From an optimization exercise on the open Yosys and OpenROAD flow, aimed at small area, a short achievable clock period and few clock cycles; shortcuts taken in it are not production practice. Only simulation tests tie the RTL to the original design; equivalence was not proved.

## old
==> flow/design.v <==
module apx_fld #(parameter N = 32) (
    input  wire [2:0]   a,       
    input  wire [2:0]   base,    
    input  wire [5:0]   w,
    input  wire         lsb,
    input  wire [3:0]   cnt,
    input  wire         wr,      
    input  wire [7:0]   din,     
    output wire [N-1:0] en,      
    output wire [N-1:0] we,      
    output wire [7:0]   rot
);
    function gtc;
        input [6:0] x;
        input [6:0] c;
        integer i;
        reg r, eq;
        begin
            r  = 1'b0;
            eq = 1'b1;
            for (i = 6; i >= 0; i = i - 1) begin
                if (!c[i]) r = r | (eq & x[i]);
                eq = eq & (x[i] == c[i]);
            end
            gtc = r;
        end
    endfunction
    wire [4:0] d    = {1'b0, cnt} - {2'b0, base};
    wire [7:0]  dsel = lsb ? {din[0], din[1], din[2], din[3], din[4], din[5], din[6], din[7]} : din;
    wire [15:0] dd   = {dsel, dsel} >> a;
    assign rot = dd[7:0];
    wire [5:0] dh;       
    assign dh[0] = lsb ? (d == 5'd0) : (d == 5'd0);
    assign dh[1] = lsb ? (d == 5'd1) : (d == 5'd31);
    assign dh[2] = lsb ? (d == 5'd2) : (d == 5'd30);
    assign dh[3] = lsb ? (d == 5'd3) : (d == 5'd29);
    assign dh[4] = lsb ? (d == 5'd4) : (d == 5'd28);
    assign dh[5] = 1'b0;
    wire [5:0] dw = dh & {6{wr}};
    genvar k;
    generate
        for (k = 0; k < N; k = k + 1) begin : g_en
            wire cy = gtc({4'd0, a}, 7 - (k % 8));
            wire wm = gtc({1'b0, w}, k);
            assign en[k] = wm && (cy ? dh[k / 8 + 1] : dh[k / 8]);
            assign we[k] = wm && (cy ? dw[k / 8 + 1] : dw[k / 8]);
        end
    endgenerate
endmodule
module apx_readout (
    input  wire        clk,
    input  wire        rst,             
    input  wire        cfg_has_start,
    input  wire [7:0]  cfg_start,
    input  wire        cfg_has_end,
    input  wire [7:0]  cfg_end,
    input  wire [3:0]  cfg_payload_len,  
    input  wire        cfg_lsb,          
    input  wire [5:0]  cfg_col_off,
    input  wire [5:0]  cfg_col_w,
    input  wire [5:0]  cfg_row_off,
    input  wire [5:0]  cfg_row_w,
    input  wire [5:0]  cfg_toa_off,
    input  wire [5:0]  cfg_toa_w,
    input  wire [5:0]  cfg_tot_off,
    input  wire [5:0]  cfg_tot_w,
    input  wire        in_valid,
    input  wire [7:0]  in_data,
    output wire        in_ready,
    output wire        hit_valid,
    input  wire        hit_ready,
    output wire [5:0]  hit_col,
    output wire [5:0]  hit_row,
    output wire [31:0] hit_toa,
    output wire [31:0] hit_tot,
    output reg  [15:0] sync_loss_count,
    output reg  [15:0] err_count,
    output reg  [2:0]  last_cause
);
    localparam N_COL = 35;
    localparam N_ROW = 35;
    reg        t_has_start, t_has_end, t_lsb;
    reg [3:0]  t_last;                        
    reg [2:0]  t_col_a, t_row_a, t_toa_a, t_tot_a;
    reg [2:0]  t_col_b, t_row_b, t_toa_b, t_tot_b;
    reg        t_col_hany, t_row_hany;
    reg [5:0]  t_col_hlo, t_col_hhi, t_row_hlo, t_row_hhi;
    function [12:0] hi_tab;      
        input [5:0] off;
        input [5:0] w;
        input       lsb;
        reg   [6:0] e;
        begin
            e = {1'b0, off} + {1'b0, w} - 7'd1;
            hi_tab[12]  = (w > 6'd6);
            hi_tab[11:6] = off + {3'd0, lsb, lsb, 1'b0};
            hi_tab[5:0]  = e[5:0] - {3'd0, !lsb, !lsb, 1'b0};
        end
    endfunction
    function [5:0] fld_tab;      
        input [5:0] off;
        input [5:0] w;
        input       lsb;
        reg   [6:0] e;
        begin
            e = {1'b0, off} + {1'b0, w} - 7'd1;
            fld_tab[5:3] = lsb ? off[2:0] : ~e[2:0];
            fld_tab[2:0] = lsb ? off[5:3] : e[5:3];
        end
    endfunction
    always @(posedge clk) begin
        t_has_start <= cfg_has_start;
        t_has_end   <= cfg_has_end;
        t_lsb       <= cfg_lsb;
        t_last      <= cfg_payload_len + {3'd0, cfg_has_end} - 4'd1;
        {t_col_a, t_col_b} <= fld_tab(cfg_col_off, cfg_col_w, cfg_lsb);
        {t_col_hany, t_col_hlo, t_col_hhi} <= hi_tab(cfg_col_off, cfg_col_w, cfg_lsb);
        {t_row_hany, t_row_hlo, t_row_hhi} <= hi_tab(cfg_row_off, cfg_row_w, cfg_lsb);
        {t_row_a, t_row_b} <= fld_tab(cfg_row_off, cfg_row_w, cfg_lsb);
        {t_toa_a, t_toa_b} <= fld_tab(cfg_toa_off, cfg_toa_w, cfg_lsb);
        {t_tot_a, t_tot_b} <= fld_tab(cfg_tot_off, cfg_tot_w, cfg_lsb);
    end
    reg        reading;         
    reg        skipping;        
    reg [3:0]  cnt;             
    reg        rec_valid;       
    reg [31:0] toa_r, tot_r;
    reg [5:0]  col_r, row_r;
    reg        col_hi, row_hi;  
    wire       take     = reading || !t_has_start;
    wire       is_start = (in_data == cfg_start);
    wire       last     = (cnt == t_last);
    wire       first    = (cnt == 4'd0);
    assign in_ready  = !rec_valid || !take;
    assign hit_valid = rec_valid;
    wire accept = in_valid && in_ready;
    wire wr     = accept && take;
    wire [31:0] toa_en, tot_en, toa_we, tot_we;
    wire [5:0]  col_en, row_en, col_we, row_we;
    wire [7:0]  toa_rot, tot_rot, col_rot, row_rot;
    apx_fld u_toa (.a(t_toa_a), .base(t_toa_b), .w(cfg_toa_w), .lsb(t_lsb), .cnt(cnt), .wr(wr),
                   .din(in_data), .en(toa_en), .we(toa_we), .rot(toa_rot));
    apx_fld u_tot (.a(t_tot_a), .base(t_tot_b), .w(cfg_tot_w), .lsb(t_lsb), .cnt(cnt), .wr(wr),
                   .din(in_data), .en(tot_en), .we(tot_we), .rot(tot_rot));
    apx_fld #(.N(6)) u_col (.a(t_col_a), .base(t_col_b), .w(cfg_col_w), .lsb(t_lsb), .cnt(cnt), .wr(wr),
                   .din(in_data), .en(col_en), .we(col_we), .rot(col_rot));
    apx_fld #(.N(6)) u_row (.a(t_row_a), .base(t_row_b), .w(cfg_row_w), .lsb(t_lsb), .cnt(cnt), .wr(wr),
                   .din(in_data), .en(row_en), .we(row_we), .rot(row_rot));
    reg [5:0] col_n, row_n;
    integer i;
    always @(*) begin
        for (i = 0; i < 6; i = i + 1) begin
            col_n[i] = col_en[i] ? col_rot[i] : col_r[i];
            row_n[i] = row_en[i] ? row_rot[i] : row_r[i];
        end
    end
    function [7:0] byte_mask;
        input [3:0] j;
        input [5:0] lo;
        input [5:0] hi;
        reg   [7:0] ge, le;
        begin
            ge = (j > {1'b0, lo[5:3]}) ? 8'hFF : (j == {1'b0, lo[5:3]}) ? (8'hFF << lo[2:0]) : 8'h00;
            le = (j < {1'b0, hi[5:3]}) ? 8'hFF : (j == {1'b0, hi[5:3]}) ? (8'hFF >> ~hi[2:0]) : 8'h00;
            byte_mask = ge & le;
        end
    endfunction
    wire [7:0] sb = {in_data[0], in_data[1], in_data[2], in_data[3],
                     in_data[4], in_data[5], in_data[6], in_data[7]};
    wire col_hb = t_col_hany && |(sb & byte_mask(cnt, t_col_hlo, t_col_hhi));
    wire row_hb = t_row_hany && |(sb & byte_mask(cnt, t_row_hlo, t_row_hhi));
    wire col_hi_n = (col_hi && !first) || col_hb;
    wire row_hi_n = (row_hi && !first) || row_hb;
    wire bad_end = t_has_end && (in_data != cfg_end);
    wire bad_col = col_hi_n || (col_n >= N_COL);
    wire bad_row = row_hi_n || (row_n >= N_ROW);
    wire bad     = bad_end || bad_col || bad_row;
    wire [2:0] cause = bad_end ? 3'd1 : bad_col ? 3'd3 : 3'd4;
    wire emit      = wr && last;
    wire push      = emit && !bad;
    wire dec_error = emit && bad;
    wire sync_loss = accept && !take && !is_start && !skipping;
    wire pop       = rec_valid && hit_ready;
    always @(posedge clk) begin
        if (rst) begin
            reading         <= 1'b0;
            skipping        <= 1'b0;
            cnt             <= 4'd0;
            rec_valid       <= 1'b0;
            sync_loss_count <= 16'd0;
            err_count       <= 16'd0;
            last_cause      <= 3'd0;
        end else begin
            if (accept) begin
                if (take) begin
                    if (last) begin
                        reading <= 1'b0;
                        cnt     <= 4'd0;
                    end else begin
                        reading <= 1'b1;
                        cnt     <= cnt + 4'd1;
                    end
                end else if (is_start) begin
                    reading <= 1'b1;
                    cnt     <= 4'd0;
                end
            end
            if (push)
                rec_valid <= 1'b1;
            else if (pop)
                rec_valid <= 1'b0;
            if (accept) begin
                if (take) begin
                    if (last)
                        skipping <= 1'b0;
                end else if (is_start) begin
                    skipping <= 1'b0;
                end else begin
                    skipping <= 1'b1;
                end
            end
            if (sync_loss && sync_loss_count != 16'hFFFF)
                sync_loss_count <= sync_loss_count + 16'd1;
            if (dec_error)
                last_cause <= cause;
            if (dec_error && err_count != 16'hFFFF)
                err_count <= err_count + 16'd1;
        end
    end
    always @(posedge clk) begin
        for (i = 0; i < 32; i = i + 1) begin
            if (rst || toa_we[i])
                toa_r[i] <= toa_rot[i % 8] && !rst;
            if (rst || tot_we[i])
                tot_r[i] <= tot_rot[i % 8] && !rst;
        end
        for (i = 0; i < 6; i = i + 1) begin
            if (rst || col_we[i])
                col_r[i] <= col_rot[i] && !rst;
            if (rst || row_we[i])
                row_r[i] <= row_rot[i] && !rst;
        end
        if (wr) begin
            col_hi <= col_hi_n;
            row_hi <= row_hi_n;
        end
    end
    assign hit_col = col_r;
    assign hit_row = row_r;
    assign hit_toa = toa_r;
    assign hit_tot = tot_r;
endmodule
clock: 10.0 ns
lec_check: 0
abc_area: 1
cap_margin: 20
core_margin: 2
core_utilization: 50
cts_buf_list: sky130_fd_sc_hd__clkbuf_4 sky130_fd_sc_hd__clkbuf_8
slew_margin: 20
standard.sh (not shown) runs the stock make flow with config.mk's settings and CLKGATE_MAP_FILE= SYNTH_SCRIPT=/design/flow/synth_recipe.tcl, a recipe that flattens the netlist after the stock synthesis.
==> flow/flow/run.sh <==
#!/bin/bash
# The standard layout, with plain buf_1 cells as the port buffers in
# place of the delay buffers buffer_ports picks by default, and timing
# repair aimed at a setup slack of 6.2 ns at the 10 ns clock.
set -euo pipefail
export BUFFER_PORTS_ARGS="-buffer_cell sky130_fd_sc_hd__buf_1"
export SETUP_SLACK_MARGIN=6.2
bash standard.sh > standard.log 2>&1
Testbench counts of old, summed over its fixed seeds: cycles 43,825.
The following lists how new was set up differently from old:
diff --git a/flow/design.v b/flow/design.v
--- a/flow/design.v
+++ b/flow/design.v
@@ -24,18 +24,18 @@
             end
             gtc = r;
         end
     endfunction
-    wire [4:0] d    = {1'b0, cnt} - {2'b0, base};
+    wire [4:0] d    = lsb ? ({1'b0, cnt} - {2'b0, base}) : ({2'b0, base} - {1'b0, cnt});
     wire [7:0]  dsel = lsb ? {din[0], din[1], din[2], din[3], din[4], din[5], din[6], din[7]} : din;
     wire [15:0] dd   = {dsel, dsel} >> a;
     assign rot = dd[7:0];
-    wire [5:0] dh;       
-    assign dh[0] = lsb ? (d == 5'd0) : (d == 5'd0);
-    assign dh[1] = lsb ? (d == 5'd1) : (d == 5'd31);
-    assign dh[2] = lsb ? (d == 5'd2) : (d == 5'd30);
-    assign dh[3] = lsb ? (d == 5'd3) : (d == 5'd29);
-    assign dh[4] = lsb ? (d == 5'd4) : (d == 5'd28);
+    wire [5:0] dh;
+    assign dh[0] = (d == 5'd0);
+    assign dh[1] = (d == 5'd1);
+    assign dh[2] = (d == 5'd2);
+    assign dh[3] = (d == 5'd3);
+    assign dh[4] = (d == 5'd4);
     assign dh[5] = 1'b0;
     wire [5:0] dw = dh & {6{wr}};
     genvar k;
     generate
@@ -92,10 +92,10 @@
         reg   [6:0] e;
         begin
             e = {1'b0, off} + {1'b0, w} - 7'd1;
             hi_tab[12]  = (w > 6'd6);
-            hi_tab[11:6] = off + {3'd0, lsb, lsb, 1'b0};
-            hi_tab[5:0]  = e[5:0] - {3'd0, !lsb, !lsb, 1'b0};
+            hi_tab[11:6] = lsb ? off + 6'd6 : off;
+            hi_tab[5:0]  = lsb ? e[5:0] : e[5:0] - 6'd6;
         end
     endfunction
     function [5:0] fld_tab;      
         input [5:0] off;
Results
Of the two values seen for cell with the largest stage delay on the worst path, or2_2 was produced by new and a21oi_4 by old. new gives more total number of vias than old did. Compared new vs old, and layout-stage area growth over the synthesis result is down in new. Minimum period implied by the final worst setup slack (lower): new. Per the comparison of new with old, total core area rose 860 um^2; final non-filler cell area picked up an extra 3.2%.
Testbench counts of new, summed over its fixed seeds: cycles 43,825.

-- afterwards: timing with drivers on the ports --
How much do the figures lean on ideal ports? The routed layouts below were timed once more, with nothing changed but the port constraints.
Step 1, drivers: a clkbuf_16 drives clk and a buf_2 each remaining input, both assumed.
Step 2 also shifts input and output timing later by t, the mid clock arrival at the registers, as if the neighbouring blocks saw the same clock.
a / b / c = ideal ports / drivers / drivers and shift; a / b = the first two.
| run | t (ns) | slack for setup (ns) | clock arrival spread, ns | pins driven straight from the clock port |
|---|---|---|---|---|
| old | 0.503 | 6.270 / 6.293 / 5.790 | 0.020 / 0.020 | 1 |
| new | 0.520 | 6.339 / 6.352 / 5.832 | 0.023 / 0.023 | 1 |
After both steps setup and hold are still met in every run listed. The setup slack of new, which loses most, moves by +0.013 ns with the drivers and by -0.507 ns with both steps.
